From an optimization exercise on the open Yosys and OpenROAD flow, aimed at small area, a short achievable clock period and few clock cycles; shortcuts taken in it are not production practice. Only simulation tests tie the RTL to the original design; equivalence was not proved. Power is estimated from default activity; no workload was simulated.

**flow/config.mk**
```make
export PLATFORM = sky130hd
export DESIGN_NAME = lce
export DESIGN_NICKNAME = lce
export VERILOG_FILES = /design/flow/design.v
export SDC_FILE = /design/flow/constraint.sdc
export NUM_CORES = 4
export LEC_CHECK = 0
export ABC_CLOCK_PERIOD_IN_PS = 5000
export CAP_MARGIN = 30
export CORE_MARGIN = 2
export CORE_UTILIZATION = 50
export SLEW_MARGIN = 30
```
**flow/constraint.sdc**
```tcl
create_clock -name core_clock -period 10.0 [get_ports {clk}]
set_input_delay 2.0000 -clock core_clock [delete_from_list [all_inputs] [get_ports {clk}]]
set_output_delay 2.0000 -clock core_clock [all_outputs]
set_load 0.01 [all_outputs]
```
**flow/design.v**
```verilog
module lce #(
    parameter MAX_LEN = 64,
    parameter IDXW    = 8             
) (
    input  wire                    clk,
    input  wire                    rst,         
    input  wire                    in_valid,
    input  wire                    in_kind,     
    input  wire [15:0]             in_data,     
    output wire                    in_ready,
    output wire [7:0]              status,
    output wire [15:0]             flags,
    output wire [IDXW-1:0]         nbits,
    output wire [IDXW-1:0]         nsig,
    output wire [IDXW-1:0]         pal_start,
    output wire [IDXW-1:0]         pal_len,
    output wire [IDXW-1:0]         zr_start,
    output wire [IDXW-1:0]         zr_count,
    output wire [MAX_LEN-1:0]      bits_buf,
    output wire [4*MAX_LEN-1:0]    sig_buf
);
    localparam [1:0] ERR_INVSEL = 2'd1, ERR_CAP = 2'd2, ERR_PRECOND = 2'd3;
    localparam [1:0] M_TRK = 2'd0, M_B8ZS = 2'd1, M_HDB3 = 2'd2;
    reg [6:0]   nb_q;           
    reg [7:0]   ns_q;           
    reg [63:0]  b_q;            
    reg [127:0] sig_lo_q;       
    reg [31:0]  sig_hi_q;       
    reg         fault_q;
    reg [1:0]   err_q;
    reg [2:0]   sch_q;
    reg [1:0]   scr_q;
    reg         dbl_q, palv_q, zrv_q;
    reg [5:0]   zrs_q;
    reg [6:0]   zrc_q;
    reg         pend_q;
    reg         pc_q;
    reg [63:0]  p_q;            
    reg [6:0]   best_q;         
    reg [5:0]   pst_q;          
    reg [6:0]   d_q;            
    reg [6:0]   run_q;          
    reg [5:0]   rs_q;           
    reg [6:0]   bl_q;           
    reg [5:0]   bs_q;           
    reg [2:0]   g8l_q;          
    reg [5:0]   g8s_q;
    reg         oc_q;           
    reg         b0_q;           
    reg [1:0]   g4l_q;          
    reg [5:0]   g4s_q;
    reg         tbok_q;         
    reg         tsok_q;         
    reg         traw_q;
    reg         busy_q;
    reg [1:0]   mode_q;
    reg [6:0]   idx_q;
    reg [2:0]   zc_q;           
    reg         ss_q;           
    reg         soc_q;          
    reg [7:0]   pv_q;           
    reg [6:0]   rem_q;          
    reg         clrp_q;         
    reg         clrt_q;         
    reg         rz_q;           
    wire [63:0] b = b_q;
    function [63:0] prefix_xor;
        input [63:0] x;
        integer lv, j;
        reg [63:0] t;
        begin
            t = x;
            for (lv = 0; lv < 6; lv = lv + 1)
                for (j = 0; j < 64; j = j + 1)
                    if (((j + 1) % (2 << lv)) == 0)
                        t[j] = t[j] ^ t[j - (1 << lv)];
            for (lv = 4; lv >= 0; lv = lv - 1)
                for (j = 0; j < 64; j = j + 1)
                    if (((j + 1) % (2 << lv)) == (1 << lv) && j >= (2 << lv))
                        t[j] = t[j] ^ t[j - (1 << lv)];
            prefix_xor = t;
        end
    endfunction
    wire [63:0] q_q = prefix_xor(b_q);
    wire [255:0] sig;
    genvar k;
    generate for (k = 0; k < 64; k = k + 1) begin : g_sig
        assign sig[128 + 2*k]     = 1'b1;
        assign sig[128 + 2*k + 1] = sig_hi_q[k/2] ^ k[0];
    end endgenerate
    assign sig[127:0] = sig_lo_q;
    assign in_ready  = ~busy_q;
    assign status    = {4'b0, err_q, fault_q, busy_q};
    assign flags     = {8'b0, zrv_q, palv_q, dbl_q, scr_q, sch_q};
    assign nbits     = {1'b0, nb_q};
    assign nsig      = ns_q;
    assign pal_start = {2'b0, pst_q};
    assign pal_len   = {1'b0, best_q};
    assign zr_start  = {2'b0, zrs_q};
    assign zr_count  = {1'b0, zrc_q};
    assign bits_buf  = b;
    assign sig_buf   = sig;
    wire [3:0] grp = in_data[15:12];
    wire [3:0] sel = in_data[11:8];
    wire       imm_zero = (in_data[7:0] == 8'd0);
    wire is_nop   = imm_zero && grp == 4'd0 && sel == 4'd0;
    wire is_clrb  = imm_zero && grp == 4'd0 && sel == 4'd1;
    wire is_enc   = imm_zero && grp == 4'd2 && sel <= 4'd4;
    wire is_snone = imm_zero && grp == 4'd3 && sel == 4'd0;
    wire is_scr   = imm_zero && grp == 4'd3 && (sel == 4'd1 || sel == 4'd2);
    wire is_apal  = imm_zero && grp == 4'd4 && sel == 4'd0;
    wire is_azrun = imm_zero && grp == 4'd4 && sel == 4'd1;
    wire cmd_valid = is_nop | is_clrb | is_enc | is_snone | is_scr | is_apal | is_azrun;
    wire scr_ok    = (sch_q == 3'd4) && (scr_q == 2'd0);
    wire acc      = in_valid & ~busy_q & ~fault_q;
    wire acc_push = acc & in_kind;
    wire acc_cmd  = acc & ~in_kind;
    wire push     = acc_push & ~nb_q[6];
    wire c        = in_data[0];
    wire f_cap    = acc_push & nb_q[6];
    wire f_inv    = acc_cmd & ~cmd_valid;
    wire f_pre    = acc_cmd & is_scr & ~scr_ok;
    wire do_clrb  = acc_cmd & is_clrb;
    wire do_enc   = acc_cmd & is_enc;
    wire do_apal  = acc_cmd & is_apal;
    wire scr_go   = acc_cmd & is_scr & scr_ok;
    wire az_go    = acc_cmd & is_azrun;
    wire need_trk = az_go & ~tsok_q & (sch_q == 3'd4);
    wire trk      = busy_q & (mode_q == M_TRK);
    wire scan     = busy_q & (mode_q != M_TRK);
    wire [6:0] tidx = idx_q - 7'd1;             
    wire trk_done = trk & ~clrt_q & (tidx == ns_q[6:0]);
    wire do_az    = (az_go & ~need_trk) | trk_done;
    wire [63:0] sz;
    generate for (k = 0; k < 64; k = k + 1) begin : g_sz
        assign sz[k] = sig_lo_q[2*k];
    end endgenerate
    wire [4:0] blk5 = idx_q[6:2];
    wire [3:0] blk  = idx_q[5:2];
    wire [7:0] bval = sig_lo_q[8*blk +: 8];     
    wire [3:0] bnz  = {bval[6], bval[4], bval[2], bval[0]};
    wire       m8 = (mode_q == M_B8ZS);
    wire [3:0] msk = {rem_q > 7'd3, rem_q > 7'd2, rem_q > 7'd1, rem_q > 7'd0};
    wire [3:0] z   = ~bnz & msk;                
    wire [3:0] az  = {&z[3:0], &z[2:0], &z[1:0], z[0]};
    wire [3:0] tj;                              
    generate for (k = 0; k < 4; k = k + 1) begin : g_tj
        assign tj[k] = az[k] & (zc_q == (m8 ? 3'd7 - k : 3'd3 - k));
    end endgenerate
    wire       n_trig = |tj;
    wire       n_bw   = m8 | ~soc_q;
    wire       n_vv   = m8 ? ~ss_q : ss_q;
    wire       n_vb   = ss_q;
    wire       n_s    = ss_q ^ n_trig;
    wire [2:0] tz0    = z[3] ? (z[2] ? (z[1] ? 3'd3 : 3'd2) : 3'd1) : 3'd0;
    wire [2:0] n_zc   = az[3] ? (tj[0] ? 3'd3 : tj[1] ? 3'd2 : tj[2] ? 3'd1 : tj[3] ? 3'd0 : zc_q + 3'd4)
                              : tz0;
    wire [3:0] nzf    = ~z;
    wire       n_oc   = tj[0] ? ^nzf[3:1] : tj[1] ? ^nzf[3:2] : tj[2] ? nzf[3] : tj[3] ? 1'b0
                              : soc_q ^ (^nzf);
    wire scan_last = (rem_q == 7'd0);
    wire [7:0] wv = {tj, 4'b0000};              
    wire [7:0] wb = n_bw ? (m8 ? {2'b00, tj, 2'b00} : {3'b000, tj, 1'b0}) : 8'd0;
    wire [15:0] win = {bval, pv_q};
    wire [15:0] nwin;
    generate for (k = 0; k < 8; k = k + 1) begin : g_win
        assign nwin[2*k +: 2] = wv[k] ? {~n_vv, 1'b1} : wb[k] ? {~n_vb, 1'b1} : win[2*k +: 2];
    end endgenerate
    wire [5:0] tpos = nb_q[5:0];
    wire       tstep = pend_q | (trk & ~clrt_q & ~trk_done);
    wire       tz = trk ? ~rz_q : ~pc_q;
    wire [5:0] spos = trk ? tidx[5:0] : nb_q[5:0] - 6'd1;     
    wire [7:0] hgt, heq, lge, leq;
    generate for (k = 0; k < 8; k = k + 1) begin : g_pre
        assign hgt[k] = (tpos[5:3] < k);
        assign heq[k] = (tpos[5:3] == k);
        assign lge[k] = (tpos[2:0] <= k);
        assign leq[k] = (tpos[2:0] == k);
    end endgenerate
    wire [63:0] tge, toh;
    generate for (k = 0; k < 64; k = k + 1) begin : g_dec
        assign tge[k] = ~nb_q[6] & (hgt[k/8] | (heq[k/8] & lge[k%8]));
        assign toh[k] = ~nb_q[6] & heq[k/8] & leq[k%8];
    end endgenerate
    wire [64:0] pe = {1'b1, p_q};
    wire [63:0] newp;
    generate for (k = 0; k < 64; k = k + 1) begin : g_pal
        assign newp[k] = pe[k+1] & ~(b[k] ^ pc_q);
    end endgenerate
    wire [5:0] d6   = d_q[5:0];
    wire [5:0] d6m  = d6 - 6'd1;
    wire [65:0] npx  = {1'b0, newp, 1'b0};     
    wire [1:0] cpair = npx[d6 +: 2];
    wire cand1 = cpair[1];
    wire cand2 = cpair[0];
    wire [6:0] d_p1    = d_q + 7'd1;
    wire [6:0] d_m1    = d_q - 7'd1;
    wire [6:0] best_p1 = best_q + 7'd1;
    wire [6:0] best_p2 = best_q + 7'd2;
    wire [6:0] run1   = run_q + 7'd1;
    wire       trig4  = tz & (run_q[1:0] == 2'd3);
    wire [5:0] rs_n   = (run_q == 7'd0) ? spos : rs_q;
    function [8:0] ev8;              
        input [5:0] s;
        input [6:0] r;
        if (r[6:3] == 4'd0)        ev8 = {r[2:0], s};
        else if (r[2:0] > 3'd5)    ev8 = {r[2:0], s + {r[5:3], 3'b000}};
        else                       ev8 = {3'd5, s};
    endfunction
    function [7:0] ev4;              
        input [5:0] s;
        input [6:0] r;
        input       b0;
        if (r[6:2] == 5'd0)        ev4 = {r[1:0], s};
        else if (!b0)              ev4 = {2'd3, s};
        else if (r[1:0] == 2'd3)   ev4 = {2'd3, s + {r[5:2], 2'b00}};
        else                       ev4 = {2'd2, s + 6'd1};
    endfunction
    wire [8:0] e8 = ev8(rs_q, run_q);
    wire [7:0] e4 = ev4(rs_q, run_q, b0_q);
    wire       e8w = e8[8:6] > g8l_q;
    wire       e4w = e4[7:6] > g4l_q;
    wire [2:0] esch = sel[2:0];
    wire       e_b  = (esch == 3'd0);           
    wire       e_db = (esch == 3'd2) | (esch == 3'd3);
    wire       e_mb = (esch == 3'd2);           
    wire       e_am = (esch == 3'd4);
    wire [127:0] enc_lo;
    wire [31:0]  enc_hi;
    generate for (k = 0; k < 64; k = k + 1) begin : g_enc
        wire xd = (k[0] ? 1'b0 : 1'b1) ^ (e_mb ? b[k/2] : q_q[k/2]);
        wire xs = e_b ? b[k] : q_q[k];
        wire x  = e_db ? xd : xs;
        wire nz = ~e_am | b[k];
        assign enc_lo[2*k +: 2] = {~x & nz, nz};
        if (k >= 32) begin : g_hi
            assign enc_hi[k-32] = e_mb ? b[k] : q_q[k];
        end
    end endgenerate
    wire [15:0] wblk;                           
    generate for (k = 0; k < 16; k = k + 1) begin : g_wb
        assign wblk[k] = scan & (blk5 == k + 1);
    end endgenerate
    generate for (k = 0; k < 64; k = k + 1) begin : g_st
        wire wlo = do_enc | wblk[k/4];
        wire [1:0] dlo = do_enc ? enc_lo[2*k +: 2] : nwin[2*(k%4) +: 2];
        always @(posedge clk) begin
            if (tge[k])
                b_q[k] <= c;
            if (wlo)
                sig_lo_q[2*k +: 2] <= dlo;
        end
        if (k >= 32) begin : g_hs
            always @(posedge clk)
                if (do_enc)
                    sig_hi_q[k-32] <= enc_hi[k-32];
        end
    end endgenerate
    always @(posedge clk) begin
        if (rst) begin
            nb_q    <= 7'd0;
            ns_q    <= 8'd0;
            fault_q <= 1'b0;
            err_q   <= 2'd0;
            sch_q   <= 3'd7;
            scr_q   <= 2'd0;
            dbl_q   <= 1'b0;
            palv_q  <= 1'b0;
            zrv_q   <= 1'b0;
            zrs_q   <= 6'd0;
            zrc_q   <= 7'd0;
            pend_q  <= 1'b0;
            pc_q    <= 1'b0;
            p_q     <= {64{1'b1}};
            best_q  <= 7'd0;
            pst_q   <= 6'd0;
            d_q     <= 7'd0;
            run_q   <= 7'd0;
            rs_q    <= 6'd0;
            bl_q    <= 7'd0;
            bs_q    <= 6'd0;
            g8l_q   <= 3'd0;
            g8s_q   <= 6'd0;
            oc_q    <= 1'b0;
            b0_q    <= 1'b0;
            g4l_q   <= 2'd0;
            g4s_q   <= 6'd0;
            tbok_q  <= 1'b1;
            tsok_q  <= 1'b0;
            traw_q  <= 1'b0;
            busy_q  <= 1'b0;
            mode_q  <= M_TRK;
            idx_q   <= 7'd0;
            zc_q    <= 3'd0;
            ss_q    <= 1'b1;
            soc_q   <= 1'b0;
            clrp_q  <= 1'b0;
            clrt_q  <= 1'b0;
            rz_q    <= 1'b0;
        end else begin
            if (f_cap) begin
                fault_q <= 1'b1;
                err_q   <= ERR_CAP;
            end
            if (f_inv) begin
                fault_q <= 1'b1;
                err_q   <= ERR_INVSEL;
            end
            if (f_pre) begin
                fault_q <= 1'b1;
                err_q   <= ERR_PRECOND;
            end
            pend_q <= push;
            if (push) begin
                pc_q   <= c;
                nb_q   <= nb_q + 7'd1;
                palv_q <= 1'b0;
                tsok_q <= 1'b0;
            end
            if (pend_q) begin
                p_q    <= newp;
                if (cand2) begin
                    best_q <= best_p2;
                    pst_q  <= d6m;
                    d_q    <= d_m1;
                end else if (cand1) begin
                    best_q <= best_p1;
                    pst_q  <= d6;
                end else begin
                    d_q    <= d_p1;
                end
            end
            if (tstep) begin
                if (tz) begin
                    run_q <= run1;
                    rs_q  <= rs_n;
                    if (run1 > bl_q) begin
                        bl_q <= run1;
                        bs_q <= rs_n;
                    end
                    if (run_q == 7'd0)
                        b0_q <= ~oc_q;
                    if (trig4)
                        oc_q <= 1'b0;
                end else begin
                    run_q <= 7'd0;
                    oc_q  <= ~oc_q;
                    if (e8w) begin
                        g8l_q <= e8[8:6];
                        g8s_q <= e8[5:0];
                    end
                    if (e4w) begin
                        g4l_q <= e4[7:6];
                        g4s_q <= e4[5:0];
                    end
                end
            end
            clrp_q <= do_clrb;
            if (do_clrb) begin
                nb_q   <= 7'd0;
                palv_q <= 1'b0;
                tsok_q <= 1'b0;
            end
            if (clrp_q) begin
                p_q    <= {64{1'b1}};
                best_q <= 7'd0;
                pst_q  <= 6'd0;
                d_q    <= 7'd0;
            end
            if (clrp_q || (trk && clrt_q)) begin
                run_q  <= 7'd0;
                rs_q   <= 6'd0;
                bl_q   <= 7'd0;
                bs_q   <= 6'd0;
                g8l_q  <= 3'd0;
                g8s_q  <= 6'd0;
                oc_q   <= 1'b0;
                b0_q   <= 1'b0;
                g4l_q  <= 2'd0;
                g4s_q  <= 6'd0;
                tbok_q <= clrp_q;
            end
            if (need_trk) begin
                busy_q <= 1'b1;
                mode_q <= M_TRK;
                idx_q  <= 7'd0;
                clrt_q <= 1'b1;
            end
            if (trk && clrt_q)
                clrt_q <= 1'b0;
            if (trk && !trk_done) begin          
                rz_q  <= bnz[idx_q[1:0]];
                idx_q <= idx_q + 7'd1;
            end
            if (trk_done) begin
                busy_q <= 1'b0;
                tsok_q <= 1'b1;
                traw_q <= 1'b1;
            end
            if (do_apal)
                palv_q <= 1'b1;
            if (do_enc) begin
                ns_q   <= e_db ? {nb_q, 1'b0} : {1'b0, nb_q};
                sch_q  <= esch;
                scr_q  <= 2'd0;
                dbl_q  <= e_db;
                zrv_q  <= 1'b0;
                tsok_q <= tbok_q;
                traw_q <= 1'b0;
            end
            if (scr_go) begin
                busy_q <= 1'b1;
                mode_q <= sel[1] ? M_HDB3 : M_B8ZS;
                idx_q  <= 7'd0;
                zc_q   <= 3'd0;
                ss_q   <= 1'b1;
                soc_q  <= 1'b0;
                rem_q  <= ns_q[6:0];
            end
            if (scan) begin
                zc_q  <= n_zc;
                ss_q  <= n_s;
                soc_q <= n_oc;
                pv_q  <= nwin[15:8];
                rem_q <= (rem_q > 7'd4) ? rem_q - 7'd4 : 7'd0;
                idx_q <= idx_q + 7'd4;
                if (scan_last) begin
                    busy_q <= 1'b0;
                    scr_q  <= (mode_q == M_B8ZS) ? 2'd1 : 2'd2;
                    zrv_q  <= 1'b0;
                    traw_q <= 1'b0;
                end
            end
            if (do_az) begin
                zrv_q <= 1'b1;
                if (sch_q != 3'd4) begin
                    zrs_q <= 6'd0;
                    zrc_q <= 7'd0;
                end else if (traw_q || scr_q == 2'd0) begin
                    zrs_q <= bs_q;
                    zrc_q <= bl_q;
                end else if (scr_q == 2'd1) begin
                    zrs_q <= e8w ? e8[5:0] : g8s_q;
                    zrc_q <= {4'd0, e8w ? e8[8:6] : g8l_q};
                end else begin
                    zrs_q <= e4w ? e4[5:0] : g4s_q;
                    zrc_q <= {5'd0, e4w ? e4[7:6] : g4l_q};
                end
            end
        end
    end
endmodule
```
**flow/flow/run.sh**
```bash
#!/bin/bash
set -euo pipefail
bash standard.sh "BUFFER_PORTS_ARGS=-buffer_cell sky130_fd_sc_hd__buf_2" SETUP_SLACK_MARGIN=6.0 finish > standard_make.log 2>&1
```
**flow/standard.sh**
```bash
#!/bin/bash
# synth_recipe.tcl (not shown) runs the flow's synth.tcl, then flattens the netlist and writes it again
# the make line also repeats each setting of config.mk as NAME=value (left out here)
make -C /OpenROAD-flow-scripts/flow DESIGN_CONFIG=/design/flow/config.mk WORK_HOME=/design/flow/orfs CLKGATE_MAP_FILE= SYNTH_SCRIPT=/design/flow/synth_recipe.tcl "${@:-finish}"
```
==> impl_metrics.toml, run 1 <==
[yosys]
yosysTopAreaCellShare = 0.269
synth_cell_types = 85
synthTopCellsByArea = "edfxtp_1 27%, dfxtp_1 14%, xnor2_1 6.0%, mux4_2 5.8%, nand2_1 5.8%"
synth_edf_count = 239
yosysTopAreaCell = "edfxtp_1"
ys_seq_area_frac = 0.411
postSynthAreaPerCell_um2 = 9.02
syn-cell-area_um2 = 26700
synthArstFlopShare = 0
yosysWarningCount = 1
syn-instance-count = 2956
ys_seq_elements = 428
synth_ff_type = "edfxtp_1"

[global_route]
grt.total_usage = 0.346
grt_pass1_wl_um = 146000
antenna_found_initial = 2
grt_pass1_vias = 22000
grt_max_degree = 74
overflow = 0

[worst_setup_path]
crit_path_max_incr_delay_ps = 500
rr_worst_depth = 18
critPathSlowestCell = "mux4_2"
critPathKind = "flip-flop to flip-flop"
cp.arrival_ps = 4560
path_cells = "buf_12 -> buf_16 -> xnor2_2 -> nand2_1 -> mux4_2 -> mux4_2 -> or2_4 -> a21boi_4 -> nor2_4 -> inv_4 -> buf_4 -> ha_4 -> a21o_1 -> a21o_1 -> a21oi_2 -> xor2_1 -> nor2_1 -> o221a_2"
crit_required_ps = 10490
worst-path-max-fanout = 8
r2r-start = "pc_q$_SDFFE_PP0P_"
worstSetupEndpointType = "flip-flop"
reg2reg_slack_ps = 5930
r2r-end = "d_q[5]$_SDFFE_PP0P_"
cp-start-kind = "flip-flop"

[floorplanning]
core-area_um2 = 52700
ios = 413
die_h_um = 235
dieWidth_um = 235
die_area_um2 = 55200
start_util = 0.507
rows = 84

[sta]
fin_tns_setup_ps = 0
fmax_mhz = 246
slew_viol_final = 0
tightest_slew_ps = 965
setup_viol = 0
timing.hold.ws_ps = 449
max_slew_margin = 0.356
post-route-period-util = 0.407
grt_setup_unrepaired = "yes"
hold_viol = 0
clock_skew_ps = 15.4
period_minus_slack_ps = 4070

[pwr]
p_leak_nw = 12.6
ir_drop_mv = 0.203
power_density_nw_per_um2 = 216
total_power_mw = 6.91

[placement]
dp.final_hpwl_um = 69300
placed_cells = 3772
gp_congestion = 0.933
port_buffers = 329

[clock_network]
cts_buffers = 50
htreeDepth = 2
insertion_delay_ps = 600
cts_tree = "yes"
cts_buffer_depth = 3
cts_sinks = 428
root_buffer = "clkbuf_16"
clkTransAtPathRegs_ps = 60

[routing]
first_iter_violations = 3037
vias = 24400
ant_nets = 0
drt-vias-per-instance = 6.11
wl_per_cell_um = 25.0
drt_first_pass_iters = 8
finalWirelength_um = 99800
drc = 0

[min_path]
whs_path_depth = 2
hold_class = "flip-flop to flip-flop"
holdPathEnd = "tbok_q$_SDFFE_PP1P_"
hp-start = "tbok_q$_SDFFE_PP1P_"

[finish]
fill_cells = 4574
syn_to_final_growth_pct = 19.7
final_cells = 3998
drive_above_1_share = 0.240
fin_util = 0.607
nets = 3335

[run]
drv_cap = 0

[status]
status = "no timing/DRC/antenna violations"
layout by cell type (no fill, tap or decap), types with 39 or more instances in the layout:
cell,instances
xor2_1,60
mux4_2,69
nor2_1,284
buf_2,329
inv_1,89
edfxtp_1,239
dfxtp_1,184
nand3_1,70
xnor2_1,155
conb_1,83
nand2_1,405
mux2i_1,39
ha_1,41
o21ai_0,254
clkbuf_16,54
buf_4,157
a21oi_1,181
synthesized netlist by cell type (14+ instances only):
cell type,number
clkbuf_1,195
a31oi_1,23
or2_2,17
buf_1,24
a22oi_1,14
nand2_1,413
o31ai_1,34
a21oi_1,183
o21ai_0,262
edfxtp_1,239
a221oi_1,16
a311oi_1,15
nand3_1,70
and3_1,14
nor2_1,290
a211oi_1,27
dfxtp_1,189
nor2b_1,24
nand2b_1,18
o22ai_1,14
buf_2,25
buf_4,91
inv_1,93
mux4_2,69
xor2_1,62
mux2i_1,40
xnor2_1,184
ha_1,44
or3_1,15
and2_1,14
nor3_1,42
repair_timing:
item                                   in CTS  in global routing
endpoints found under the hold margin       0                  0
setup buffers                              59                 61
cloned                                      6                  4
pin swaps                                  12                 34
gates resized for setup                    79                 62
hold buffers                                0                  0
setup endpoints to repair                 392                153
area by class of cell:
cell class              instances  area [um2]  area share
multi-input cells            2170       14600       0.459
well taps                     688         861      0.0270
flip-flops and latches        428       11000       0.344
clock buffers                  70        1400      0.0438
clock inverters                23         231     0.00725
inverters                     103         415      0.0130
repair buffers                514        3400       0.107
diodes                          1        2.50   0.0000783
repair inverters                1        5.00    0.000157
sequential cells by signal (all words and copies together), names as in the netlist, 3 cells and up:
register,count
b_q,64
best_q,7
bl_q,7
bs_q,6
d_q,6
g4s_q,6
g8l_q,3
g8s_q,6
idx_q,7
nb_q,7
ns_q,8
p_q,63
pst_q,6
pv_q,8
rem_q,7
rs_q,6
run_q,7
sch_q,3
sig_hi_q,32
sig_lo_q,128
zc_q,3
zrc_q,7
zrs_q,6
critical path, delay by kind of cell, from the launching register on:
family	cells	cell delay [ps]
AOI/OAI and AO/OA	5	1020
muxes	2	970
buffers and inverters	4	530
and+or+nand+nor	4	510
DFF	1	420
xor gates and xnor gates	2	290
adders and majority gates	1	200
cells by family after synthesis:
logic type               count (synthesis)  synth area share
adder cells (fa/ha/maj)                 48            0.0233
XOR/XNOR                               271             0.102
multiplexers                           113            0.0750
AND/OR/NAND/NOR                        956             0.155
AO/OA/AOI/OAI                          699             0.158
buffers and inverters                  439            0.0758
flip-flops                             428             0.411
other                                    2          0.000282
worst max-delay path by stage:
stage / startpoint / endpoint / slack (ps) / cells after the start
6_report: pc_q$_SDFFE_PP0P_ / d_q[5]$_SDFFE_PP0P_ / 5930 / 18
5_1_grt: pc_q$_SDFFE_PP0P_ / d_q[5]$_SDFFE_PP0P_ / 5810 / 18
4_1_cts: b_q[1]$_DFFE_PP_ / sig_lo_q[77]$_DFFE_PP_ / 5850 / 9
3_5_place_dp: in_data[8] / sig_lo_q[56]$_DFFE_PP_ / 4290 / 11
3_3_place_gp: in_data[0] / sig_lo_q[89]$_DFFE_PP_ / 4250 / 9
2_1_floorplan: b_q[32]$_DFFE_PP_ / d_q[5]$_SDFFE_PP0P_ / 6010 / 17
metal layers:
layer,vias up,routed length (um),GRT usage
met4,0,2870,0.101
met5,-,0,0
met1,11800,41000,0.504
li1,10900,-,-
met2,1574,44400,0.520
met3,174,11600,0.0703
where the power goes:
group,internal [mW],total (mW),leakage (nW),switching [mW]
Combinational,1.26,3.03,8.04,1.78
Sequential,1.98,2.04,3.77,0.0636
Clock,1.08,1.84,0.798,0.760
Total,4.32,6.91,12.6,2.60
per-stage QoR:
step / area (um2) / worst slack (ps)
after floorplan: 27100 / 6010
after global placement: 28300 / 4250
after detailed placement: 28400 / 4290
after CTS: 31000 / 5850
after global routing: 31900 / 5810
final: 31900 / 5930
Testbench counts, summed over its fixed seeds: cycles 17,915.
==> run 2: changes to the inputs <==
==> flow/flow/run.sh (replaced) <==
#!/bin/bash
set -euo pipefail
bash standard.sh "BUFFER_PORTS_ARGS=-buffer_cell sky130_fd_sc_hd__buf_1" SETUP_SLACK_MARGIN=6.0 finish > standard_make.log 2>&1
==> impl_metrics.toml, run 2 <==
[status]
status = "no timing/DRC/antenna violations"

[worst_setup_path]
cp-start-kind = "flip-flop"
cp.arrival_ps = 4520
critPathKind = "flip-flop to flip-flop"
crit_path_max_incr_delay_ps = 530
worst-path-max-fanout = 7
critPathSlowestCell = "mux4_2"
worstSetupEndpointType = "flip-flop"
crit_required_ps = 10480
cp_common_cell = "a21o_1"
cpLargestDelayFamily = "compound AO/OA/AOI/OAI gates"
crit_buf_inv = 2
path_cells = "buf_16 -> xnor2_2 -> nand2_1 -> mux4_2 -> mux4_2 -> or2_4 -> a21boi_4 -> nor2_4 -> inv_2 -> ha_1 -> a21o_1 -> a21o_1 -> a21o_1 -> a21oi_2 -> xor2_1 -> nor2_1 -> o221a_2"

[clock_network]
insertion_delay_ps = 610
root_buffer = "clkbuf_16"
cts_sinks = 428
cts_tree = "yes"
cts_buffer_depth = 3
htreeDepth = 2
clkTransAtPathRegs_ps = 60
cts_buffers = 49

[routing]
top_layer = "met5"
wl_per_cell_um = 24.6
drc = 0
drt-vias-per-instance = 6.07
wl_met3_um = 9950
met1_length_um = 41200
ant_nets = 0
vias = 24300
first_iter_violations = 2735
drt_first_pass_iters = 5
finalWirelength_um = 98600
wl_met2_um = 44100

[pwr]
total_power_mw = 6.98
p_leak_nw = 11.6
ir_drop_mv = 0.191
power_density_nw_per_um2 = 222

[placement]
port_buffers = 329
gp_congestion = 0.945
dp.final_hpwl_um = 69000
pre_cts_slack_ps = 4310

[yosys]
yosysMostFrequentCell = "nand2_1"
yosysWarningCount = 1
synthTopCellsByCount = "413 x nand2_1, 290 x nor2_1, 262 x o21ai_0"
yosysTopAreaCellShare = 0.269
synthArstFlopShare = 0
yosysTopAreaCell = "edfxtp_1"
synth_ff_type = "edfxtp_1"
synth_cell_types = 85
synth_edf_count = 239
syn-instance-count = 2956
synthTopCellsByArea = "edfxtp_1 27%, dfxtp_1 14%, xnor2_1 6.0%, mux4_2 5.8%, nand2_1 5.8%"
ys_seq_elements = 428
syn-cell-area_um2 = 26700
postSynthAreaPerCell_um2 = 9.02
ys_seq_area_frac = 0.411

[global_route]
grt_pass1_vias = 22200
antenna_found_initial = 4
overflow = 0
grt_pass1_wl_um = 143000
grt.total_usage = 0.341
grt_max_degree = 104

[finish]
final-seq-area_um2 = 11000
drive_above_1_share = 0.144
largest-register = "sig_lo_q"
largest_reg_flops = 128
diodes = 0
multi_input_area_um2 = 14500
syn_to_final_growth_pct = 17.7
nets = 3342
top_regs = "sig_lo_q (128), b_q (64), p_q (63)"
final_common_cell = "nand2_1"
fill_cells = 4637
final_cell_mix = "403 x nand2_1, 325 x buf_1, 283 x nor2_1, 256 x o21ai_0, 239 x edfxtp_1"

[sta]
tightest_slew_ps = 967
period_minus_slack_ps = 4040
slew_viol_final = 0
setup_viol = 0
fin_tns_setup_ps = 0
hold_viol = 0
grt_setup_unrepaired = "yes"
fmax_mhz = 248
max_slew_margin = 0.354
worst_slack_ps = 5960
clock_skew_ps = 26.3
post-route-period-util = 0.404

[min_path]
hold_class = "flip-flop to flip-flop"

[floorplanning]
rows = 84
die_area_um2 = 55200
ios = 413
die_h_um = 235
start_util = 0.507
dieWidth_um = 235
core-area_um2 = 52700

[run]
drv_cap = 0
## run 2: cell types whose count changed in the layout (fill, tap and decap cells not counted), sizes merged
| cell | change |
|---|---|
| inv | -5 |
| bufinv | +2 |
| buf | +4 |
| clkinv | +9 |
| diode | -1 |
| clkinvlp | +7 |
| clkbuf | -11 |
## run 2: final timing paths
check	startpoint	to	slack, ps	depth (start not counted)
hold reg to reg	zrs_q[4]$_SDFFE_PP0P_	zrs_q[4]$_SDFFE_PP0P_	450	2
hold / removal	zrs_q[4]$_SDFFE_PP0P_	zrs_q[4]$_SDFFE_PP0P_	450	2
setup / recovery	pc_q$_SDFFE_PP0P_	d_q[5]$_SDFFE_PP0P_	5960	17
setup reg to reg	pc_q$_SDFFE_PP0P_	d_q[5]$_SDFFE_PP0P_	5960	17
## run 2: what timing repair did
action,4_1_cts,5_1_grt
pin swaps,13,27
cloned,7,2
buffers inserted,60,69
setup endpoints to repair,402,103
hold buffers,0,0
resized for setup,70,55
## run 2: logic make-up after synthesis
kind of cell,count (synthesis),share of synthesized area
multiplexers,113,0.0750
flip-flops,428,0.411
buffers and inverters,439,0.0758
AND/OR/NAND/NOR,956,0.155
XOR/XNOR,271,0.102
adder cells (fa/ha/maj),48,0.0233
other,2,0.000282
AO/OA/AOI/OAI,699,0.158
## run 2: worst min-delay path, cell delays in order (launching register included)
cell and delay [ps]:
dfxtp_1 310, nand2_1 50, a21oi_1 50
## run 2: per-layer routing
metal,GRT usage,vias up
li1,-,10900
met1,0.483,11900
met2,0.516,1356
met3,0.0714,180
met4,0.122,2
met5,0,-
## run 2: per-stage QoR
step           instances  utilization  hold WS [ps]  cell area [um2]
2_1_floorplan       3037            -           423            27100
6_report            4003        0.596           450            31400
3_3_place_gp        3774        0.531           440            27900
4_1_cts             3932        0.580           452            30600
3_5_place_dp        3774        0.531           443            27900
5_1_grt             4003        0.596           472            31400
## run 2: area by class of cell
cell class,instances,share of cell area
inverters,103,0.0128
clock buffers,57,0.0410
multi-input cells,2170,0.463
well taps,688,0.0274
clock inverters,34,0.0118
flip-flops and latches,428,0.349
repair inverters,3,0.000478
repair buffers,520,0.0938
## run 2: power breakdown
| group | internal, mW | total, mW | switching, mW |
|---|---|---|---|
| sequential | 1.98 | 2.03 | 0.0551 |
| combinational | 1.28 | 3.07 | 1.79 |
| clock | 1.08 | 1.87 | 0.787 |
==> run 3: changes to the inputs <==
--- a/flow/config.mk
+++ b/flow/config.mk
@@ -8,5 +8,5 @@
 export ABC_CLOCK_PERIOD_IN_PS = 5000
 export CAP_MARGIN = 30
 export CORE_MARGIN = 2
-export CORE_UTILIZATION = 50
+export CORE_UTILIZATION = 55
 export SLEW_MARGIN = 30
==> impl_metrics.toml, run 3 <==
[routing]
ant_nets = 0
drt-vias-per-instance = 6.44
finalWirelength_um = 109000
drt_first_pass_iters = 8
vias = 25300
drc = 0
wl_per_cell_um = 27.7
first_iter_violations = 3729

[sta]
period_minus_slack_ps = 4080
post-route-period-util = 0.408
fin_tns_setup_ps = 0
timing.hold.ws_ps = 447
setup_viol = 0
slew_viol_final = 0
clock_skew_ps = 25.3
fmax_mhz = 245
grt_setup_unrepaired = "yes"
tightest_slew_ps = 1010
max_slew_margin = 0.324
hold_viol = 0

[yosys]
synth_cell_types = 85
yosysMostFrequentCell = "nand2_1"
syn-instance-count = 2956
ys_seq_area_frac = 0.411
synth_edf_count = 239
synthArstFlopShare = 0
yosysTopAreaCell = "edfxtp_1"
synthTopCellsByArea = "edfxtp_1 27%, dfxtp_1 14%, xnor2_1 6.0%, mux4_2 5.8%, nand2_1 5.8%"
syn-cell-area_um2 = 26700
postSynthAreaPerCell_um2 = 9.02
ys_seq_elements = 428
synth_ff_type = "edfxtp_1"
yosysTopAreaCellShare = 0.269
synthTopCellsByCount = "413 x nand2_1, 290 x nor2_1, 262 x o21ai_0"
yosysWarningCount = 1

[worst_setup_path]
cpLargestDelayFamily = "compound AO/OA/AOI/OAI gates"
crit_required_ps = 10510
crit_path_max_incr_delay_ps = 550
critPathSlowestCell = "edfxtp_1"
cp.arrival_ps = 4590
worstSetupEndpointType = "flip-flop"
crit_buf_inv = 3
path_cells = "buf_6 -> xnor2_4 -> nand2_2 -> mux4_2 -> mux4_2 -> or2_4 -> a21boi_4 -> nor2_4 -> inv_2 -> buf_4 -> ha_4 -> a21o_1 -> a21o_1 -> a21oi_4 -> xor2_1 -> nor2_1 -> o221a_2"
cp-start-kind = "flip-flop"
critPathKind = "flip-flop to flip-flop"
worst-path-max-fanout = 4

[clock_network]
clkTransAtPathRegs_ps = 70
cts_buffer_depth = 3
cts_tree = "yes"
root_buffer = "clkbuf_16"
cts_sinks = 428
insertion_delay_ps = 610
cts_buffers = 47
cts_hold_buffers = 0
htreeDepth = 2

[finish]
final_cell_mix = "403 x nand2_1, 325 x buf_1, 284 x nor2_1, 259 x o21ai_0, 239 x edfxtp_1"
final_cells = 3925
final_common_cell = "nand2_1"
syn_to_final_growth_pct = 16.8
drive_above_1_share = 0.137
finish.instance_area_um2 = 31100
nets = 3332
top_regs = "sig_lo_q (128), b_q (64), p_q (63)"
largest_reg_flops = 128
largest-register = "sig_lo_q"

[floorplanning]
dieWidth_um = 224
die_h_um = 224
die_area_um2 = 50300
ios = 413
start_util = 0.558
rows = 80
core-area_um2 = 47800

[placement]
dp.final_hpwl_um = 74400
gp_congestion = 1.01
placed_cells = 3718
port_buffers = 329
placed_area_um2 = 28000

[global_route]
grt_max_degree = 107
overflow = 0
grt_pass1_vias = 22400
antenna_found_initial = 8
grt.total_usage = 0.415
grt_pass1_wl_um = 153000

[pwr]
internal-power_mw = 4.20
p_leak_nw = 11.5
power_frac_seq = 0.298
power_density_nw_per_um2 = 219
power.share.switching = 0.382
combPwrFrac = 0.445
p_clk_frac = 0.256
ir_drop_mv = 0.301
switchingPower_mw = 2.60

[run]
drv_cap = 0

[status]
status = "no timing/DRC/antenna violations"

[min_path]
hold_class = "flip-flop to flip-flop"
[run 3: cell counts after synthesis]
Identical to the previous run, type by type.
[run 3: through the flow]
stage / utilization / total power [mW] / worst slack (ps)
after CTS: 0.635 / 6.47 / 5890
after floorplan: - / 3.93 / 6010
after global routing: 0.651 / 7.03 / 5770
after global placement: 0.585 / 4.56 / 4450
after detailed placement: 0.585 / 4.56 / 4250
final: 0.651 / 6.81 / 5920
[run 3: cells by family (layout without fill, tap and decap cells)]
logic type,Yosys count,in the layout,share of synthesized area
AOI/OAI and AO/OA,699,699,0.158
xor gates and xnor gates,271,271,0.102
adders and majority gates,48,48,0.0233
buffers and inverters,439,706,0.0758
other,2,89,0.000282
DFF,428,428,0.411
and+or+nand+nor,956,956,0.155
muxes,113,113,0.0750
[run 3: power by group through the flow]
stage	clock network [mW]	logic (mW)	registers (mW)
after floorplan	0	1.88	2.04
after global placement	0	2.46	2.09
after detailed placement	0	2.46	2.09
after CTS	1.75	2.68	2.04
after global routing	1.81	3.19	2.03
final	1.75	3.03	2.03
[run 3: final timing paths]
path	from	endpoint	slack [ps]	cells past startpoint
setup / recovery	b_q[40]$_DFFE_PP_	d_q[5]$_SDFFE_PP0P_	5920	17
hold / removal	tbok_q$_SDFFE_PP1P_	tbok_q$_SDFFE_PP1P_	450	2
setup reg to reg	b_q[40]$_DFFE_PP_	d_q[5]$_SDFFE_PP0P_	5920	17
hold reg to reg	tbok_q$_SDFFE_PP1P_	tbok_q$_SDFFE_PP1P_	450	2
[run 3: worst register-to-register path, stage by stage (launching register included)]
cell and delay [ps]:
edfxtp_1 550, buf_6 240, xnor2_4 170, nand2_2 70, mux4_2 440, mux4_2 510, or2_4 280, a21boi_4 180
nor2_4 50, inv_2 110, buf_4 150, ha_4 200, a21o_1 200, a21o_1 190, a21oi_4 190, xor2_1 150
nor2_1 50, o221a_2 270
[run 3: what timing repair did]
item                                    4_1_cts  5_1_grt
setup buffers                                69       37
gates resized for setup                      63       65
cloned                                        2        5
pin swaps                                    17       15
endpoints found under the setup margin      402      203
[run 3: final cells by class]
class,instances,area [um2]
clock buffer,66,1340
sequential,428,11000
tap,615,769
timing repair inverter,1,5.00
multi-input combinational,2170,14600
timing repair buffer,514,2900
antenna,6,15.0
fill,4053,16700
inverter,103,402
clock inverter,22,175
[run 3: routing by layer]
layer | wire [um] | global-route usage | part of all wire
met5 | 74 | 0 | 0.00068
met4 | 7150 | 0.242 | 0.066
met3 | 15400 | 0.128 | 0.14
met2 | 45300 | 0.581 | 0.42
met1 | 40700 | 0.566 | 0.38
==> run 4: changes to the inputs <==
==> flow/flow/run.sh (replaced) <==
#!/bin/bash
set -euo pipefail
bash standard.sh "BUFFER_PORTS_ARGS=-buffer_cell sky130_fd_sc_hd__buf_1" SETUP_SLACK_MARGIN=5.8 finish > standard_make.log 2>&1
--- a/flow/config.mk
+++ b/flow/config.mk
@@ -8,5 +8,5 @@
 export ABC_CLOCK_PERIOD_IN_PS = 5000
 export CAP_MARGIN = 30
 export CORE_MARGIN = 2
-export CORE_UTILIZATION = 55
+export CORE_UTILIZATION = 50
 export SLEW_MARGIN = 30
==> impl_metrics.toml, run 4 <==
[status]
status = "no timing/DRC/antenna violations"

[worst_setup_path]
crit_buf_inv = 2
path_cells = "buf_16 -> xnor2_1 -> nand2_1 -> mux4_2 -> mux4_2 -> or2_2 -> a21boi_4 -> nor2_4 -> inv_2 -> ha_1 -> a21o_1 -> a21o_1 -> a21o_1 -> a21oi_2 -> xor2_1 -> nor2_1 -> o221a_2"
crit_end = "d_q[5]$_SDFFE_PP0P_"
crit_path_max_incr_delay_ps = 520
crit_required_ps = 10480
r2r-end = "d_q[5]$_SDFFE_PP0P_"
cp_num_cells = 17
crit_start = "pc_q$_SDFFE_PP0P_"
cpLargestDelayFamily = "compound AO/OA/AOI/OAI gates"
cp_common_cell = "a21o_1"
cp.arrival_ps = 4710
worst-path-max-fanout = 31
worstSetupEndpointType = "flip-flop"
rr_worst_depth = 17
cp-start-kind = "flip-flop"
reg2reg_slack_ps = 5780
critPathKind = "flip-flop to flip-flop"
r2r-start = "pc_q$_SDFFE_PP0P_"
critPathSlowestCell = "mux4_2"

[finish]
fin_util = 0.578
final_common_cell = "nand2_1"
diodes = 0
largest-register = "sig_lo_q"
finish.instance_area_um2 = 30400
largest_reg_flops = 128
final_cell_mix = "408 x nand2_1, 325 x buf_1, 285 x nor2_1, 257 x o21ai_0, 239 x edfxtp_1"
drive_above_1_share = 0.113
top_regs = "sig_lo_q (128), b_q (64), p_q (63)"
nets = 3263
syn_to_final_growth_pct = 14.0
final_cells = 3924

[sta]
grt_setup_unrepaired = "yes"
tightest_slew_ps = 1050
max_slew_margin = 0.293
fin_tns_setup_ps = 0
clock_skew_ps = 16.2
fmax_mhz = 237
setup_viol = 0
period_minus_slack_ps = 4220
post-route-period-util = 0.422
worst_slack_ps = 5780
hold_viol = 0
timing.hold.ws_ps = 454
slew_viol_final = 0

[yosys]
syn-cell-area_um2 = 26700
yosysWarningCount = 1
synthTopCellsByArea = "edfxtp_1 27%, dfxtp_1 14%, xnor2_1 6.0%, mux4_2 5.8%, nand2_1 5.8%"
ys_seq_area_frac = 0.411
synthTopCellsByCount = "413 x nand2_1, 290 x nor2_1, 262 x o21ai_0"
syn-instance-count = 2956
postSynthAreaPerCell_um2 = 9.02
ys_seq_elements = 428
synth_ff_type = "edfxtp_1"
synthArstFlopShare = 0
synth_edf_count = 239
yosysTopAreaCell = "edfxtp_1"
yosysTopAreaCellShare = 0.269
yosysMostFrequentCell = "nand2_1"
synth_cell_types = 85

[placement]
placed_area_um2 = 27900
gp_congestion = 0.933
dp.final_hpwl_um = 69200
pre_cts_slack_ps = 4270
port_buffers = 329
placed_cells = 3768

[routing]
vias = 24000
ant_nets = 0
drc = 0
wl_per_cell_um = 24.5
drt-vias-per-instance = 6.11
first_iter_violations = 3077
finalWirelength_um = 96000
drt_first_pass_iters = 8

[pwr]
power_density_nw_per_um2 = 217
combPwrFrac = 0.411
total_power_mw = 6.60
p_leak_nw = 11.1
switchingPower_mw = 2.47
internal-power_mw = 4.13
ir_drop_mv = 0.244
p_clk_frac = 0.279
power.share.switching = 0.375
power_frac_seq = 0.310

[global_route]
antenna_found_initial = 0
grt_pass1_wl_um = 141000
grt_pass1_vias = 22000
overflow = 0
grt.total_usage = 0.334
grt_max_degree = 67

[clock_network]
cts_buffers = 48
cts_hold_buffers = 0
cts_tree = "yes"
cts_sinks = 428
insertion_delay_ps = 600
clkTransAtPathRegs_ps = 60
root_buffer = "clkbuf_16"
cts_buffer_depth = 3
htreeDepth = 2

[floorplanning]
die_area_um2 = 55200
core-area_um2 = 52700
dieWidth_um = 235
rows = 84
ios = 413
start_util = 0.507
die_h_um = 235

[run]
drv_cap = 0

[min_path]
hold_class = "flip-flop to flip-flop"
-- run 4: changes by cell type in the layout (fill, tap and decap cells not counted), moves of 5 or more --
| cell | previous run | this run |
|---|---|---|
| buf_12 | 8 | 2 |
| buf_4 | 161 | 104 |
| clkinv_1 | 11 | 5 |
| diode_2 | 6 | 0 |
| nand2_1 | 403 | 408 |
| xnor2_1 | 166 | 173 |
| xnor2_4 | 9 | 3 |
-- run 4: worst min path at each step --
stage | slack, ps | cells past startpoint | start | to
floorplan | 420 | 2 | tbok_q$_SDFFE_PP1P_ | tbok_q$_SDFFE_PP1P_
global placement | 440 | 2 | g8s_q[1]$_SDFFE_PP0P_ | g8s_q[1]$_SDFFE_PP0P_
detailed placement | 450 | 2 | g8s_q[0]$_SDFFE_PP0P_ | g8s_q[0]$_SDFFE_PP0P_
CTS | 460 | 2 | g8s_q[0]$_SDFFE_PP0P_ | g8s_q[0]$_SDFFE_PP0P_
global route | 470 | 2 | g8s_q[0]$_SDFFE_PP0P_ | g8s_q[0]$_SDFFE_PP0P_
finish | 450 | 2 | err_q[0]$_SDFFE_PP0P_ | err_q[0]$_SDFFE_PP0P_
-- run 4: worst register-to-register path, stage by stage (launching register included) --
cell and delay, ps:
dfxtp_4 370, buf_16 220, xnor2_1 180, nand2_1 120, mux4_2 490, mux4_2 520
or2_2 330, a21boi_4 200, nor2_4 90, inv_2 120, ha_1 230, a21o_1 170
a21o_1 200, a21o_1 190, a21oi_2 180, xor2_1 160, nor2_1 60, o221a_2 270
-- run 4: cells by family (layout without fill, tap and decap cells) --
family / Yosys count / count (layout) / synth area share
compound gates: 699 / 699 / 0.158
buf+inv: 439 / 638 / 0.0758
mux: 113 / 113 / 0.0750
simple gates: 956 / 956 / 0.155
flops: 428 / 428 / 0.411
xor+xnor: 271 / 271 / 0.102
fa+ha+maj: 48 / 48 / 0.0233
other cells: 2 / 83 / 0.000282
-- run 4: area by class of cell --
cell class,instances,area [um2]
fillers,4759,22200
multi-input cells,2170,14300
flip-flops and latches,428,11000
repair buffers,444,2200
clock buffers,66,1370
well taps,688,861
inverters,103,413
clock inverters,24,269
repair inverters,1,5.00
-- run 4: timing repair --
| item | 4_1_cts | 5_1_grt |
|---|---|---|
| resized for setup | 44 | 32 |
| pin swaps | 3 | 5 |
| gates cloned | 2 | 0 |
| setup buffers | 52 | 11 |
| endpoints found under the setup margin | 352 | 80 |
-- run 4: power by group through the flow --
| stage | logic [mW] | clock network [mW] | registers (mW) |
|---|---|---|---|
| 2_1_floorplan | 1.88 | 0 | 2.04 |
| 3_3_place_gp | 2.41 | 0 | 2.11 |
| 3_5_place_dp | 2.43 | 0 | 2.11 |
| 4_1_cts | 2.59 | 1.86 | 2.04 |
| 5_1_grt | 2.87 | 1.94 | 2.04 |
| 6_report | 2.71 | 1.84 | 2.04 |
-- run 4: metal layers --
| layer | vias to the layer above | part of all wire | global-route usage |
|---|---|---|---|
| li1 | 10700 | - | - |
| met1 | 11700 | 0.42 | 0.478 |
| met2 | 1398 | 0.45 | 0.511 |
| met3 | 159 | 0.10 | 0.0667 |
| met4 | 0 | 0.027 | 0.0992 |
| met5 | - | 0 | 0 |
==> run 5: changes to the inputs <==
--- a/flow/design.v
+++ b/flow/design.v
@@ -58,7 +58,7 @@
     reg [2:0]   zc_q;           
     reg         ss_q;           
     reg         soc_q;          
-    reg [7:0]   pv_q;           
+    reg [15:0]  pv_q;           
     reg [6:0]   rem_q;          
     reg         clrp_q;         
     reg         clrt_q;         
@@ -135,37 +135,77 @@
     generate for (k = 0; k < 64; k = k + 1) begin : g_sz
         assign sz[k] = sig_lo_q[2*k];
     end endgenerate
-    wire [4:0] blk5 = idx_q[6:2];
-    wire [3:0] blk  = idx_q[5:2];
-    wire [7:0] bval = sig_lo_q[8*blk +: 8];     
-    wire [3:0] bnz  = {bval[6], bval[4], bval[2], bval[0]};
+    wire [3:0] blk4 = idx_q[6:3];
+    wire [2:0] blk  = idx_q[5:3];
+    wire [15:0] bval = sig_lo_q[16*blk +: 16];  
+    wire [7:0] bnz;
+    generate for (k = 0; k < 8; k = k + 1) begin : g_bnz
+        assign bnz[k] = bval[2*k];
+    end endgenerate
     wire       m8 = (mode_q == M_B8ZS);
-    wire [3:0] msk = {rem_q > 7'd3, rem_q > 7'd2, rem_q > 7'd1, rem_q > 7'd0};
-    wire [3:0] z   = ~bnz & msk;                
-    wire [3:0] az  = {&z[3:0], &z[2:0], &z[1:0], z[0]};
-    wire [3:0] tj;                              
-    generate for (k = 0; k < 4; k = k + 1) begin : g_tj
-        assign tj[k] = az[k] & (zc_q == (m8 ? 3'd7 - k : 3'd3 - k));
-    end endgenerate
-    wire       n_trig = |tj;
-    wire       n_bw   = m8 | ~soc_q;
-    wire       n_vv   = m8 ? ~ss_q : ss_q;
-    wire       n_vb   = ss_q;
-    wire       n_s    = ss_q ^ n_trig;
-    wire [2:0] tz0    = z[3] ? (z[2] ? (z[1] ? 3'd3 : 3'd2) : 3'd1) : 3'd0;
-    wire [2:0] n_zc   = az[3] ? (tj[0] ? 3'd3 : tj[1] ? 3'd2 : tj[2] ? 3'd1 : tj[3] ? 3'd0 : zc_q + 3'd4)
-                              : tz0;
-    wire [3:0] nzf    = ~z;
-    wire       n_oc   = tj[0] ? ^nzf[3:1] : tj[1] ? ^nzf[3:2] : tj[2] ? nzf[3] : tj[3] ? 1'b0
-                              : soc_q ^ (^nzf);
-    wire scan_last = (rem_q == 7'd0);
-    wire [7:0] wv = {tj, 4'b0000};              
-    wire [7:0] wb = n_bw ? (m8 ? {2'b00, tj, 2'b00} : {3'b000, tj, 1'b0}) : 8'd0;
-    wire [15:0] win = {bval, pv_q};
-    wire [15:0] nwin;
-    generate for (k = 0; k < 8; k = k + 1) begin : g_win
-        assign nwin[2*k +: 2] = wv[k] ? {~n_vv, 1'b1} : wb[k] ? {~n_vb, 1'b1} : win[2*k +: 2];
+    wire [7:0] msk;
+    generate for (k = 0; k < 8; k = k + 1) begin : g_msk
+        assign msk[k] = (rem_q > k);
+    end endgenerate
+    wire [7:0] z   = ~bnz & msk;                
+    wire [7:0] az;                              
+    assign az[0] = z[0];
+    generate for (k = 1; k < 8; k = k + 1) begin : g_az
+        assign az[k] = az[k-1] & z[k];
+    end endgenerate
+    wire [8:0] zx = {z, 1'b0};                  
+    wire [7:0] tj;                              
+    generate for (k = 0; k < 8; k = k + 1) begin : g_tj
+        wire wrap = m8 ? (zc_q == 3'd7 - k) : (zc_q[1:0] == 2'd3 - k[1:0]);
+        if (k >= 4) begin : g_mid
+            wire mid = ~m8 & (&z[k:k-3]) & ~zx[k-3];
+            assign tj[k] = (az[k] & wrap) | mid;
+        end else begin : g_st
+            assign tj[k] = az[k] & wrap;
+        end
     end endgenerate
+    reg  [7:0] vv, bw, vb;
+    reg        n_s, n_oc;
+    integer jj;
+    always @* begin
+        n_s = ss_q;
+        n_oc = soc_q;
+        for (jj = 0; jj < 8; jj = jj + 1) begin
+            vv[jj] = 1'b0;
+            vb[jj] = 1'b0;
+            bw[jj] = 1'b0;
+            if (tj[jj]) begin
+                vv[jj] = m8 ? ~n_s : n_s;
+                vb[jj] = n_s;
+                bw[jj] = m8 | ~n_oc;
+                n_s    = ~n_s;
+                n_oc   = 1'b0;
+            end else if (!z[jj]) begin
+                n_oc = ~n_oc;
+            end
+        end
+    end
+    reg  [2:0] tz0;
+    always @* begin
+        tz0 = 3'd0;
+        for (jj = 0; jj < 8; jj = jj + 1)
+            tz0 = z[jj] ? tz0 + 3'd1 : 3'd0;
+    end
+    wire [2:0] n_zc = az[7] ? zc_q : (m8 ? tz0 : {1'b0, tz0[1:0]});
+    wire scan_last = (rem_q == 7'd0);
+    wire [31:0] win = {bval, pv_q};
+    reg  [31:0] nwin;
+    always @* begin
+        nwin = win;
+        for (jj = 0; jj < 8; jj = jj + 1)
+            if (tj[jj] && bw[jj]) begin
+                if (m8) nwin[2*(8 + jj - 2) +: 2] = {~vb[jj], 1'b1};
+                else    nwin[2*(8 + jj - 3) +: 2] = {~vb[jj], 1'b1};
+            end
+        for (jj = 0; jj < 8; jj = jj + 1)
+            if (tj[jj])
+                nwin[2*(8 + jj) +: 2] = {~vv[jj], 1'b1};
+    end
     wire [5:0] tpos = nb_q[5:0];
     wire       tstep = pend_q | (trk & ~clrt_q & ~trk_done);
     wire       tz = trk ? ~rz_q : ~pc_q;
@@ -237,13 +277,13 @@
             assign enc_hi[k-32] = e_mb ? b[k] : q_q[k];
         end
     end endgenerate
-    wire [15:0] wblk;                           
-    generate for (k = 0; k < 16; k = k + 1) begin : g_wb
-        assign wblk[k] = scan & (blk5 == k + 1);
+    wire [7:0] wblk;                            
+    generate for (k = 0; k < 8; k = k + 1) begin : g_wb
+        assign wblk[k] = scan & (blk4 == k + 1);
     end endgenerate
     generate for (k = 0; k < 64; k = k + 1) begin : g_st
-        wire wlo = do_enc | wblk[k/4];
-        wire [1:0] dlo = do_enc ? enc_lo[2*k +: 2] : nwin[2*(k%4) +: 2];
+        wire wlo = do_enc | wblk[k/8];
+        wire [1:0] dlo = do_enc ? enc_lo[2*k +: 2] : nwin[2*(k%8) +: 2];
         always @(posedge clk) begin
             if (tge[k])
                 b_q[k] <= c;
@@ -389,7 +429,7 @@
             if (trk && clrt_q)
                 clrt_q <= 1'b0;
             if (trk && !trk_done) begin          
-                rz_q  <= bnz[idx_q[1:0]];
+                rz_q  <= bnz[idx_q[2:0]];
                 idx_q <= idx_q + 7'd1;
             end
             if (trk_done) begin
@@ -421,9 +461,9 @@
                 zc_q  <= n_zc;
                 ss_q  <= n_s;
                 soc_q <= n_oc;
-                pv_q  <= nwin[15:8];
-                rem_q <= (rem_q > 7'd4) ? rem_q - 7'd4 : 7'd0;
-                idx_q <= idx_q + 7'd4;
+                pv_q  <= nwin[31:16];
+                rem_q <= (rem_q > 7'd8) ? rem_q - 7'd8 : 7'd0;
+                idx_q <= idx_q + 7'd8;
                 if (scan_last) begin
                     busy_q <= 1'b0;
                     scr_q  <= (mode_q == M_B8ZS) ? 2'd1 : 2'd2;
==> flow/flow/run.sh (replaced) <==
#!/bin/bash
set -euo pipefail
bash standard.sh "BUFFER_PORTS_ARGS=-buffer_cell sky130_fd_sc_hd__buf_2" SETUP_SLACK_MARGIN=6.0 finish > standard_make.log 2>&1
==> impl_metrics.toml, run 5 <==
[status]
status = "no timing/DRC/antenna violations"

[pwr]
combPwrFrac = 0.464
power_density_nw_per_um2 = 219
power_frac_seq = 0.281
p_leak_nw = 13.3
internal-power_mw = 4.57
p_clk_frac = 0.255
switchingPower_mw = 2.78
total_power_mw = 7.35
power.share.switching = 0.379
ir_drop_mv = 0.322

[routing]
wl_per_cell_um = 26.3
drt-vias-per-instance = 6.16
finalWirelength_um = 110000
first_iter_violations = 3426
drt_first_pass_iters = 6
drc = 0
ant_nets = 0
vias = 25900

[yosys]
yosysTopAreaCell = "edfxtp_1"
synthArstFlopShare = 0
yosysTopAreaCellShare = 0.274
postSynthAreaPerCell_um2 = 8.78
syn-cell-area_um2 = 27000
yosysWarningCount = 1
synth_ff_type = "edfxtp_1"
yosysMostFrequentCell = "nand2_1"
synth_cell_types = 80
ys_seq_area_frac = 0.414
synth_edf_count = 247
syn-instance-count = 3080
ys_seq_elements = 436
synthTopCellsByCount = "444 x nand2_1, 370 x nor2_1, 300 x o21ai_0"
synthTopCellsByArea = "edfxtp_1 27%, dfxtp_1 14%, xnor2_1 6.2%, nand2_1 6.2%, o21ai_0 5.6%"

[placement]
gp_congestion = 0.974
port_buffers = 329
dp.final_hpwl_um = 77100

[worst_setup_path]
cp.arrival_ps = 4660
critPathSlowestCell = "mux4_2"
worstSetupEndpointType = "flip-flop"
crit_buf_inv = 2
crit_path_max_incr_delay_ps = 520
path_cells = "buf_12 -> mux4_2 -> mux2i_2 -> o31a_1 -> nand2_1 -> nor4b_4 -> buf_4 -> ha_4 -> ha_4 -> ha_4 -> ha_4 -> mux2_4 -> o21ai_2"
critPathKind = "flip-flop to flip-flop"
cpLargestDelayFamily = "multiplexers"
worst-path-max-fanout = 6
crit_required_ps = 10450
cp_common_cell = "ha_4"
cp-start-kind = "flip-flop"

[sta]
post-route-period-util = 0.421
clock_skew_ps = 22.1
hold_viol = 0
max_slew_margin = 0.335
setup_viol = 0
slew_viol_final = 0
fin_tns_setup_ps = 0
period_minus_slack_ps = 4210
tightest_slew_ps = 995
fmax_mhz = 238
grt_setup_unrepaired = "yes"

[finish]
drive_above_1_share = 0.263
syn_to_final_growth_pct = 24.4
nets = 3539
fill_cells = 4581
final_common_cell = "nand2_1"
largest_reg_flops = 128
largest-register = "sig_lo_q"
top_regs = "sig_lo_q (128), b_q (64), p_q (63)"
final_cell_mix = "432 x nand2_1, 356 x nor2_1, 328 x buf_2, 281 x o21ai_0, 247 x edfxtp_1"

[global_route]
grt_max_degree = 124
overflow = 0
antenna_found_initial = 3
use_met3 = 0.0823
grt_use_met1 = 0.537
grt.total_usage = 0.375
grt_pass1_wl_um = 156000
top_usage_layer = "met2"
use_met2 = 0.547
grt_pass1_vias = 23000

[floorplanning]
rows = 85
die_h_um = 237
core-area_um2 = 53600
ios = 413
die_area_um2 = 55900
dieWidth_um = 237
start_util = 0.504

[clock_network]
cts_hold_buffers = 0
cts_tree = "yes"
cts_buffers = 49
insertion_delay_ps = 600
root_buffer = "clkbuf_16"
cts_buffer_depth = 3
clkTransAtPathRegs_ps = 60
cts_sinks = 436
htreeDepth = 2

[min_path]
hold_class = "flip-flop to flip-flop"

[run]
drv_cap = 0
==> run 5: path summary, 6_finish.rpt <==
kind                         endpoint                  start  slack [ps]  cells after the start
setup reg to reg    pv_q[9]$_DFFE_PP_  idx_q[3]$_SDFFE_PP0N_        5790                     13
hold / removal    tbok_q$_SDFFE_PP1P_    tbok_q$_SDFFE_PP1P_         450                      2
setup / recovery    pv_q[9]$_DFFE_PP_  idx_q[3]$_SDFFE_PP0N_        5790                     13
hold reg to reg   tbok_q$_SDFFE_PP1P_    tbok_q$_SDFFE_PP1P_         450                      2
==> run 5: cell type report <==
cell class / instances / area (um2) / share of cell area
antenna: 1 / 2.50 / 0.0000744
clock buffer: 59 / 1290 / 0.0385
clock inverter: 30 / 343 / 0.0102
inverter: 97 / 402 / 0.0119
multi-input combinational: 2299 / 15400 / 0.458
sequential: 436 / 11200 / 0.334
tap: 696 / 871 / 0.0259
timing repair buffer: 581 / 4090 / 0.122
==> run 5: kinds of logic after synthesis <==
logic type / synth area share
compound gates: 0.152
xor+xnor: 0.101
flops: 0.414
mux: 0.0690
buf+inv: 0.0717
simple gates: 0.165
fa+ha+maj: 0.0263
other cells: 0.000278
==> run 5: metrics by stage <==
step	cell area, um2	utilization	hold slack [ps]	setup slack (ps)	instances
6_report	33600	0.627	451	5790	4199
5_1_grt	33600	0.627	470	5730	4198
3_5_place_dp	28900	0.539	438	3870	3907
4_1_cts	32600	0.609	448	5770	4146
2_1_floorplan	27600	-	423	5890	3161
3_3_place_gp	28900	0.538	436	3980	3905
==> run 5: repair_timing <==
action | in CTS | in global routing
cloned | 9 | 3
pin swaps | 41 | 59
setup endpoints to repair | 372 | 162
buffers inserted | 141 | 48
gates resized for setup | 146 | 106
==> run 5: worst register-to-register path, delay by kind of cell, from the launching register on <==
family	cells	cell delay, ps
multiplexers	3	1270
adder cells (fa/ha/maj)	4	860
AND/OR/NAND/NOR	2	560
AO/OA/AOI/OAI	2	540
flip-flops	1	420
buffers and inverters	2	410
==> run 5: power by group through the flow <==
stage	clock network, mW	logic [mW]	registers, mW
after floorplan	0	1.87	2.08
after global placement	0	2.46	2.14
after detailed placement	0	2.48	2.14
after CTS	1.89	3.02	2.06
after global routing	1.95	3.59	2.06
final	1.88	3.41	2.06
==> run 5: layer usage <==
metal / wire [um] / vias up
met5: 43 / -
met4: 5280 / 6
met3: 12800 / 281
met2: 47500 / 1662
met1: 44700 / 12600
li1: - / 11300
Testbench counts of run 5, summed over its fixed seeds: cycles 17,336.

[what the ideal ports hide]
The results above use ideal ports. As a check the final layouts listed here were re-extracted and re-timed, cells and wires unchanged.
Step 1 sets driving cells, clkbuf_16 on the clock port and buf_2 on the other inputs (assumed; they add their load-dependent delay and slew).
Step 2 also shifts input and output timing later by t, the mid clock arrival at the registers, as if the neighbouring blocks saw the same clock.
Slacks: ideal / step 1 / step 2; pairs: ideal / step 1.
run | t (ns) | slack for setup (ns) | worst setup path at the end | worst data-port slew with drivers (ns)
run 1 | 0.658 | 5.932 / 5.932 / 5.336 | input to register | 0.07
run 2 | 0.654 | 5.964 / 5.964 / 5.395 | input to register | 0.06
run 3 | 0.663 | 5.920 / 5.920 / 5.370 | input to register | 0.13
run 4 | 0.653 | 5.779 / 5.779 / 5.276 | input to register | 0.03
run 5 | 0.659 | 5.790 / 5.790 / 5.325 | input to register | 0.06
After both steps setup and hold are still met in every run listed. The setup slack of run 1, which loses most, moves by 0.000 ns with the drivers and by -0.596 ns with both steps.
